Background: an optimization exercise with open tools, aiming at small area and few clock cycles. Do not read the settings as production practice. Function was checked by simulation only, so behaviour that the tests miss may differ from the original. Power and IR drop assume default switching activity.

## design/flow/run.sh

```bash
#!/bin/bash
# synth_recipe.tcl (not shown) runs the flow's synth.tcl, then flattens the netlist and writes it again
# the make line also repeats each setting of config.mk as NAME=value (left out here)
make -C /OpenROAD-flow-scripts/flow DESIGN_CONFIG=/design/flow/config.mk WORK_HOME=/design/flow/orfs CLKGATE_MAP_FILE= SYNTH_SCRIPT=/design/flow/synth_recipe.tcl finish
```

## design/flow/design.v

```verilog
module spieeprom (
    input  wire         clk,
    input  wire         rst,           
    input  wire         cmd_valid,
    input  wire [31:0]  cmd_word,      
    input  wire [4:0]   cmd_len,       
    input  wire [127:0] cmd_wdata,     
    output wire [7:0]   seq_status,    
    output reg  [7:0]   sr_last,
    output reg  [127:0] rdata,         
    output reg          cs_n,
    output reg          xfer_valid,
    output reg  [7:0]   xfer_tx,
    input  wire         xfer_ready,
    input  wire [7:0]   xfer_rx,
    input  wire         xfer_err
);
    localparam [4:0] MAX_LEN    = 5'd16;
    localparam [3:0] POLL_LIMIT = 4'd8;     
    localparam [7:0] POLL_DELAY = 8'd4;     
    localparam [7:0] T_RES      = 8'd64;    
    localparam [7:0] FILLER     = 8'h00;
    localparam [4:0] OP_WRITE        = 5'h01;
    localparam [4:0] OP_READ         = 5'h02;
    localparam [4:0] OP_READ_ID      = 5'h03;
    localparam [4:0] OP_DPD_ENTER    = 5'h04;
    localparam [4:0] OP_DPD_RELEASE  = 5'h05;
    localparam [4:0] OP_ERASE_SECTOR = 5'h06;
    localparam [4:0] OP_ERASE_CHIP   = 5'h07;
    localparam [4:0] OP_HW_EN        = 5'h0C;
    localparam [4:0] OP_HW_DIS       = 5'h0D;
    localparam [4:0] OP_IS_WIP       = 5'h0E;
    localparam [4:0] OP_IS_WPEN      = 5'h0F;
    localparam [4:0] OP_IS_BP0       = 5'h10;
    localparam [4:0] OP_IS_BP1       = 5'h11;
    localparam [7:0] W_WRSR  = 8'h01;
    localparam [7:0] W_WRITE = 8'h02;
    localparam [7:0] W_READ  = 8'h03;
    localparam [7:0] W_RDSR  = 8'h05;
    localparam [7:0] W_WREN  = 8'h06;
    localparam [7:0] W_RES   = 8'hAB;
    localparam [7:0] W_DPD   = 8'hB9;
    localparam [7:0] W_CE    = 8'hC7;
    localparam [7:0] W_SE    = 8'hD8;
    localparam [1:0] E_ILLEGAL   = 2'd1;
    localparam [1:0] E_TRANSPORT = 2'd2;
    localparam [1:0] E_NORESP    = 2'd3;
    localparam [1:0] WP_IDLE    = 2'b00;
    localparam [1:0] WP_ENABLED = 2'b01;
    localparam [1:0] WP_WRITING = 2'b10;
    localparam [3:0] S_IDLE      = 4'd0;
    localparam [3:0] S_PHASE     = 4'd1;   
    localparam [3:0] S_CSL       = 4'd2;   
    localparam [3:0] S_LOAD      = 4'd3;   
    localparam [3:0] S_SEND      = 4'd4;   
    localparam [3:0] S_CSH       = 4'd5;   
    localparam [3:0] S_FRAME_END = 4'd6;   
    localparam [3:0] S_PDELAY    = 4'd7;   
    localparam [3:0] S_TRES      = 4'd8;   
    localparam [3:0] S_ABORT     = 4'd9;   
    localparam [2:0] PH_RMW    = 3'd0;   
    localparam [2:0] PH_AWAIT1 = 3'd1;   
    localparam [2:0] PH_WREN   = 3'd2;   
    localparam [2:0] PH_MAIN   = 3'd3;   
    localparam [2:0] PH_AWAIT2 = 3'd4;   
    localparam [2:0] PH_TRES   = 3'd5;   
    localparam [2:0] PH_DONE   = 3'd6;
    reg  [3:0]   state;
    reg  [2:0]   phase;
    reg  [4:0]   op;
    reg  [23:0]  addr;
    reg  [4:0]   len;
    reg  [127:0] wdata;
    reg  [7:0]   val;
    reg  [4:0]   idx;         
    reg  [4:0]   nbytes;      
    reg  [3:0]   poll_cnt;
    reg  [7:0]   wait_cnt;
    reg          busy;
    reg          done;
    reg          err;
    reg  [1:0]   errcode;
    reg          rbit;
    reg  [1:0]   wphase;
    assign seq_status = {wphase, rbit, errcode, err, done, busy};
    wire [4:0] in_op = cmd_word[4:0];
    wire in_illegal = (cmd_word[7:5] != 3'b000) ||
                      (in_op == 5'h00) || (in_op > OP_IS_BP1) ||
                      (((in_op == OP_WRITE) || (in_op == OP_READ)) && (cmd_len > MAX_LEN));
    wire op_is_query  = (op >= OP_IS_WIP) && (op <= OP_IS_BP1);
    wire op_is_rmw    = (op >= 5'h08) && (op <= OP_HW_DIS);
    wire op_is_writer = (op == OP_WRITE) || (op == OP_ERASE_SECTOR) || (op == OP_ERASE_CHIP);
    function [2:0] first_phase(input [4:0] o);
        begin
            if (((o >= 5'h08) && (o <= OP_HW_DIS)) || (o >= OP_IS_WIP))
                first_phase = PH_RMW;
            else if ((o == OP_WRITE) || (o == OP_ERASE_SECTOR) || (o == OP_ERASE_CHIP))
                first_phase = PH_AWAIT1;
            else
                first_phase = PH_MAIN;
        end
    endfunction
    reg [2:0] next_phase;
    always @(*) begin
        case (phase)
            PH_RMW:    next_phase = op_is_query ? PH_DONE : PH_AWAIT1;
            PH_AWAIT1: next_phase = PH_WREN;
            PH_WREN:   next_phase = PH_MAIN;
            PH_MAIN:   next_phase = op_is_writer || op_is_rmw ? PH_AWAIT2 :
                                    (op == OP_DPD_RELEASE)     ? PH_TRES   : PH_DONE;
            PH_AWAIT2: next_phase = PH_DONE;
            PH_TRES:   next_phase = PH_DONE;
            default:   next_phase = PH_DONE;
        endcase
    end
    reg [4:0] frame_len;
    always @(*) begin
        case (phase)
            PH_RMW, PH_AWAIT1, PH_AWAIT2: frame_len = 5'd2;
            PH_WREN:                      frame_len = 5'd1;
            default: begin
                case (op)
                    OP_WRITE, OP_READ: frame_len = 5'd4 + len;
                    OP_READ_ID:        frame_len = 5'd5;
                    OP_ERASE_SECTOR:   frame_len = 5'd4;
                    OP_DPD_ENTER, OP_DPD_RELEASE, OP_ERASE_CHIP: frame_len = 5'd1;
                    default:           frame_len = 5'd2;    
                endcase
            end
        endcase
    end
    wire [23:0] sector_addr = {addr[8:0], 15'd0};
    wire [4:0]  data_idx    = idx - 5'd4;
    wire [7:0]  wbyte       = wdata[data_idx[3:0]*8 +: 8];
    reg [7:0] tx_byte;
    always @(*) begin
        tx_byte = FILLER;
        case (phase)
            PH_RMW, PH_AWAIT1, PH_AWAIT2: tx_byte = (idx == 5'd0) ? W_RDSR : FILLER;
            PH_WREN:                      tx_byte = W_WREN;
            default: begin
                case (op)
                    OP_WRITE, OP_READ: begin
                        case (idx)
                            5'd0:    tx_byte = (op == OP_WRITE) ? W_WRITE : W_READ;
                            5'd1:    tx_byte = addr[23:16];
                            5'd2:    tx_byte = addr[15:8];
                            5'd3:    tx_byte = addr[7:0];
                            default: tx_byte = (op == OP_WRITE) ? wbyte : FILLER;
                        endcase
                    end
                    OP_READ_ID:      tx_byte = (idx == 5'd0) ? W_RES : FILLER;
                    OP_DPD_ENTER:    tx_byte = W_DPD;
                    OP_DPD_RELEASE:  tx_byte = W_RES;
                    OP_ERASE_SECTOR: begin
                        case (idx)
                            5'd0:    tx_byte = W_SE;
                            5'd1:    tx_byte = sector_addr[23:16];
                            5'd2:    tx_byte = sector_addr[15:8];
                            default: tx_byte = sector_addr[7:0];
                        endcase
                    end
                    OP_ERASE_CHIP:   tx_byte = W_CE;
                    default:         tx_byte = (idx == 5'd0) ? W_WRSR : val;
                endcase
            end
        endcase
    end
    reg [7:0] rmw_val;
    always @(*) begin
        case (op)
            OP_HW_EN:  rmw_val = sr_last | 8'h80;
            OP_HW_DIS: rmw_val = sr_last & 8'h7F;
            default:   rmw_val = (sr_last & 8'hF3) | {4'd0, op[1:0], 2'b00};
        endcase
    end
    reg query_bit;
    always @(*) begin
        case (op)
            OP_IS_WIP:  query_bit = sr_last[0];
            OP_IS_WPEN: query_bit = sr_last[7];
            OP_IS_BP0:  query_bit = sr_last[2];
            default:    query_bit = sr_last[3];
        endcase
    end
    always @(posedge clk) begin
        if (rst) begin
            state      <= S_IDLE;
            phase      <= PH_DONE;
            cs_n       <= 1'b1;
            xfer_valid <= 1'b0;
            busy       <= 1'b0;
            done       <= 1'b0;
            err        <= 1'b0;
            errcode    <= 2'd0;
            rbit       <= 1'b0;
            wphase     <= WP_IDLE;
            poll_cnt   <= 4'd0;
            wait_cnt   <= 8'd0;
            idx        <= 5'd0;
            nbytes     <= 5'd0;
        end else begin
            case (state)
                S_IDLE: begin
                    if (cmd_valid) begin
                        op      <= in_op;
                        addr    <= cmd_word[31:8];
                        len     <= cmd_len;
                        wdata   <= cmd_wdata;
                        err     <= 1'b0;
                        errcode <= 2'd0;
                        rbit    <= 1'b0;
                        if (in_illegal) begin
                            done    <= 1'b1;
                            err     <= 1'b1;
                            errcode <= E_ILLEGAL;
                        end else begin
                            done     <= 1'b0;
                            busy     <= 1'b1;
                            poll_cnt <= 4'd0;
                            phase    <= first_phase(in_op);
                            state    <= S_PHASE;
                        end
                    end
                end
                S_PHASE: begin
                    if (phase == PH_DONE) begin
                        busy  <= 1'b0;
                        done  <= 1'b1;
                        state <= S_IDLE;
                    end else if (phase == PH_TRES) begin
                        wait_cnt <= 8'd0;
                        state    <= S_TRES;
                    end else begin
                        idx    <= 5'd0;
                        nbytes <= frame_len;
                        state  <= S_CSL;
                    end
                end
                S_CSL: begin
                    cs_n  <= 1'b0;
                    state <= S_LOAD;
                end
                S_LOAD: begin
                    xfer_tx    <= tx_byte;
                    xfer_valid <= 1'b1;
                    state      <= S_SEND;
                end
                S_SEND: begin
                    if (xfer_ready) begin
                        xfer_valid <= 1'b0;
                        if (xfer_err) begin
                            state <= S_ABORT;
                        end else begin
                            if ((phase == PH_RMW || phase == PH_AWAIT1 || phase == PH_AWAIT2) &&
                                idx == 5'd1)
                                sr_last <= xfer_rx;
                            if (phase == PH_MAIN && op == OP_READ && idx >= 5'd4)
                                rdata[data_idx[3:0]*8 +: 8] <= xfer_rx;
                            if (phase == PH_MAIN && op == OP_READ_ID && idx == 5'd4)
                                rdata[7:0] <= xfer_rx;
                            if (idx == nbytes - 5'd1) begin
                                state <= S_CSH;
                            end else begin
                                idx   <= idx + 5'd1;
                                state <= S_LOAD;
                            end
                        end
                    end
                end
                S_CSH: begin
                    cs_n  <= 1'b1;
                    state <= S_FRAME_END;
                end
                S_FRAME_END: begin
                    state <= S_PHASE;
                    case (phase)
                        PH_RMW: begin
                            if (op_is_query)
                                rbit <= query_bit;
                            else
                                val <= rmw_val;
                            phase <= next_phase;
                            if (!op_is_query)
                                poll_cnt <= 4'd0;
                        end
                        PH_AWAIT1, PH_AWAIT2: begin
                            if (!sr_last[0]) begin
                                wphase   <= WP_IDLE;
                                phase    <= next_phase;
                                poll_cnt <= 4'd0;
                            end else if (poll_cnt + 4'd1 >= POLL_LIMIT) begin
                                poll_cnt <= poll_cnt + 4'd1;
                                busy     <= 1'b0;
                                done     <= 1'b1;
                                err      <= 1'b1;
                                errcode  <= E_NORESP;
                                state    <= S_IDLE;
                            end else begin
                                poll_cnt <= poll_cnt + 4'd1;
                                wait_cnt <= 8'd0;
                                state    <= S_PDELAY;
                            end
                        end
                        PH_WREN: begin
                            wphase <= WP_ENABLED;
                            phase  <= next_phase;
                        end
                        default: begin    
                            if (op_is_writer || op_is_rmw)
                                wphase <= WP_WRITING;
                            phase <= next_phase;
                        end
                    endcase
                end
                S_PDELAY: begin
                    wait_cnt <= wait_cnt + 8'd1;
                    if (wait_cnt == POLL_DELAY - 8'd1)
                        state <= S_PHASE;
                end
                S_TRES: begin
                    wait_cnt <= wait_cnt + 8'd1;
                    if (wait_cnt == T_RES - 8'd1) begin
                        phase <= PH_DONE;
                        state <= S_PHASE;
                    end
                end
                S_ABORT: begin
                    cs_n    <= 1'b1;
                    busy    <= 1'b0;
                    done    <= 1'b1;
                    err     <= 1'b1;
                    errcode <= E_TRANSPORT;
                    state   <= S_IDLE;
                end
                default: state <= S_IDLE;
            endcase
        end
    end
endmodule
```

## design/flow/config.mk

```make
export PLATFORM = sky130hd
export DESIGN_NAME = spieeprom
export DESIGN_NICKNAME = spieeprom
export VERILOG_FILES = /design/flow/design.v
export SDC_FILE = /design/flow/constraint.sdc
export NUM_CORES = 4
export LEC_CHECK = 0
export CAP_MARGIN = 20
export CORE_MARGIN = 2
export CORE_UTILIZATION = 40
export PLACE_DENSITY = 0.6
export SLEW_MARGIN = 20
```

## design/flow/constraint.sdc

```tcl
create_clock -name core_clock -period 10.0 [get_ports {clk}]
set_input_delay 2.0000 -clock core_clock [delete_from_list [all_inputs] [get_ports {clk}]]
set_output_delay 2.0000 -clock core_clock [all_outputs]
set_load 0.01 [all_outputs]
```

==> run summary <==
## worst max-delay path, delay by kind of cell
kind | cells | cell delay (ps)
buffers and inverters | 4 | 2960
and+or+nand+nor | 2 | 390
AOI/OAI and AO/OA | 1 | 250
## where the power goes
group          switching (W)  internal [W]
combinational      0.0000658     0.0000840
clock               0.000594      0.000804
sequential         0.0000148       0.00163
## metrics by stage
step                      setup WS (ps)  hold WS, ps  power [W]
after floorplan                     160          453    0.00173
after CTS                          4550          487    0.00323
after global placement             4020          464    0.00183
after detailed placement           3990          478    0.00183
after global routing               4310          495    0.00329
final                              4440          494    0.00320
## path summary, 6_finish.rpt
path	from	endpoint	slack, ps
worst min register to register	sr_last[5]	val[5]	490
worst min-delay path	sr_last[5]	val[5]	490
worst max register to register	phase[1]	rdata[8]	5710
worst max-delay path	rst	rdata[8]	4440
## flip-flops by register name, indices dropped and copies added (netlist names), 2 cells and up
name,count
val,8
xfer_tx,8
state,4
wdata,128
len,5
idx,5
phase,3
wphase,2
addr,24
poll_cnt,4
wait_cnt,8
sr_last,8
op,5
rdata,128
nbytes,5
errcode,2
## routing by layer
layer,vias up,GRT usage [%]
met1,5469,27.6
met5,-,0
li1,4992,-
met2,320,36.7
met4,0,8.21
met3,67,5.84
## cells in the mapped netlist (12+ instances only)
cell,instances
a211oi_1,15
nand3_1,19
mux2_2,113
edfxtp_1,314
mux4_2,22
or3_1,14
inv_1,16
o21ai_0,47
nor2b_1,12
nor3_1,17
nand2_1,52
o22ai_1,12
mux2i_1,31
ha_1,12
clkbuf_1,53
a21oi_1,48
nor2_1,56
o221ai_1,12
dfxtp_1,39
## area by class of cell
type,instances,area (um2)
Inverter,18,67.6
Clock buffer,58,1120
Fill cell,3330,18100
Sequential cell,353,10200
Timing Repair Buffer,340,3380
Tap cell,518,648
Clock inverter,16,108
Multi-Input combinational cell,662,5220
Antenna cell,6,15.0
## cell usage in the layout (no fill, tap or decap), drive strengths merged, types with 19 or more instances in the layout
cell type	instances
a21oi	48
clkbuf	58
clkdlybuf4s50	331
dfxtp	39
edfxtp	314
mux2	113
mux2i	31
mux4	22
nand2	52
nand3	19
nor2	56
o21ai	49
## cells by family (layout without fill, tap and decap cells)
family,after synthesis,after routing
and+or+nand+nor,255,255
xor gates and xnor gates,14,14
buffers and inverters,89,432
adders and majority gates,12,12
DFF,353,353
AOI/OAI and AO/OA,215,215
other,0,6
muxes,166,166
==> results.sh <==
export IMPL_wl_met2_um=22700
export IMPL_antenna_found_initial=7
export IMPL_synthArstFlopShare_pct=0
export IMPL_slowest_stage="clkdlybuf4s50_1"
export IMPL_placed_area_mm2=0.0195
export IMPL_yosys_area_top_type="edfxtp_1"
export IMPL_synthFlopType="edfxtp_1"
export IMPL_ys_seq_area_share_pct=64.7
export IMPL_muxShareOfSynthArea_pct=13.2
export IMPL_vdd_drop_max_mv=0.131
export IMPL_final_util_pct=53.5
export IMPL_crit_fanout=73
export IMPL_reg2regPathDepth=6
export IMPL_path_clk_slew_ps=60
export IMPL_wl_met1_um=18700
export IMPL_firstDrtPassIters=5
export IMPL_cts_tree="yes"
export IMPL_synthAdderAreaFrac_pct=0.952
export IMPL_worstPathArrival_ps=5740
export IMPL_cpMostUsedCell="buf_4"
export IMPL_drive_gt1_share_pct=14.9
export IMPL_design_die_area_mm2=0.0410
export IMPL_post_route_min_period_ps=5560
export IMPL_postCtsHoldBufs=0
export IMPL_cap_violations=0
export IMPL_hold_viol_final=0
export IMPL_crit_path_end_kind="flip-flop"
export IMPL_grt_usage_pct=22.0
export IMPL_drt_iter0_markers=724
export IMPL_yosys_area_share_simple_pct=8.77
export IMPL_core_area_mm2=0.0388
export IMPL_cts_repair_resized=0
export IMPL_grt_overflow=0
export IMPL_start_util_pct=40.6
export IMPL_synth_edff_count=314
export IMPL_cts_root_buf="clkbuf_16"
export IMPL_dp_cells=1891
export IMPL_rsz0062_at_grt="false"
export IMPL_ys_top_cells_by_area="edfxtp_1 (60%), mux2_2 (8.1%), dfxtp_1 (4.9%)"
export IMPL_crit_type="in2reg"
export IMPL_syn_nets=1294
export IMPL_worstPathCellList="clkdlybuf4s50_1 -> clkinv_1 -> and3_1 -> nand2_1 -> a211oi_4 -> buf_4 -> buf_4"
export IMPL_grt_pass1_wl_um=68100
export IMPL_syn_inst=1104
export IMPL_hpwl_um=32200
export IMPL_cp_data_required_time_ps=10190
export IMPL_numCtsBuffers=40
export IMPL_gp_congestion=0.835
export IMPL_ys_seq_elements=353
export IMPL_drcViolationCount=0
export IMPL_finalSetupViolations=0
export IMPL_area_delta_synth_final_pct=31.6
export IMPL_hold_path_class="reg2reg"
export IMPL_finClkSkew_ps=12.9
export IMPL_dr_wl_met3_um=3080
export IMPL_ys_warnings_count=1
export IMPL_synth_compound_area_share_pct=9.19
export IMPL_highest_layer="met4"
export IMPL_slew_viol_final=0
export IMPL_final_cell_area_mm2=0.0208
export IMPL_grt_max_degree=74
export IMPL_relSlewSlack_pct=28.8
export IMPL_worst_slew_pin_slew_ps=1070
export IMPL_synth_top_family_by_area="multiplexers"
export IMPL_antenna_left=0
export IMPL_cts_sinks=353
export IMPL_synth_area_mm2=0.0158
export IMPL_numPortBuffers=331
export IMPL_clk_path_buf_depth=3
export IMPL_synth_xor_area_share_pct=0.864
export IMPL_fin_nets=1605
export IMPL_netlist_area_leader_share_pct=59.8
export IMPL_htreeDepth=2
export IMPL_fin_crit_sh_pct=55.6
export IMPL_syn_area_per_cell_um2=14.3
export IMPL_power_leakage_nw=6.51
export IMPL_grt_pass1_vias=10900
export IMPL_max_stage_delay_ps=940
export IMPL_wl_per_cell_um=23.2
export IMPL_routed_wirelength_um=45700
export IMPL_io_pins=332
export IMPL_vias=10800
export IMPL_die_y_um=203
export IMPL_p_per_area_mw_per_mm2=154
export IMPL_clk_latency_ps=550
export IMPL_final_setup_tns_ps=0
export IMPL_min_path_cells=0
export IMPL_post_cts_buffers=0
export IMPL_fin_cells=1971
export IMPL_start_kind="input port"
export IMPL_chipWidth_um=203
export IMPL_status="timing/DRC/antenna clean"
export IMPL_rows=72
export IMPL_clock_fmax_ghz=0.180
export IMPL_vias_per_cell=5.50
export IMPL_yosysUniqueCellTypes=82
Testbench counts, summed over its fixed seeds: cycles 202,428.

[what the ideal ports hide]
No port has a modelled driver above. Below, the same layout with a new extraction and two added sets of constraints.
Step 1 sets driving cells, clkbuf_16 on the clock port and buf_2 on the other inputs (assumed; they add their load-dependent delay and slew).
Step 2 adds t to the input delays and takes it off the output delays; t is the mean of the earliest and latest rising clock arrival at the registers after step 1. Input paths then give back, and output paths get back, about the clock's delay inside the block.
Slacks: ideal ports / drivers / drivers and shift; pairs: ideal ports / drivers.
t, ns: 0.598
setup slack, ns: 4.444 / 4.469 / 3.871
worst setup path after step 2: input to register
latest minus earliest clock arrival (ns): 0.014 / 0.014
slew at the worst register clock pin (ns): 0.06 / 0.06
After both steps this run still meets setup and hold. For this run, drivers alone change the setup slack by +0.025 ns; drivers and shift together by -0.573 ns.
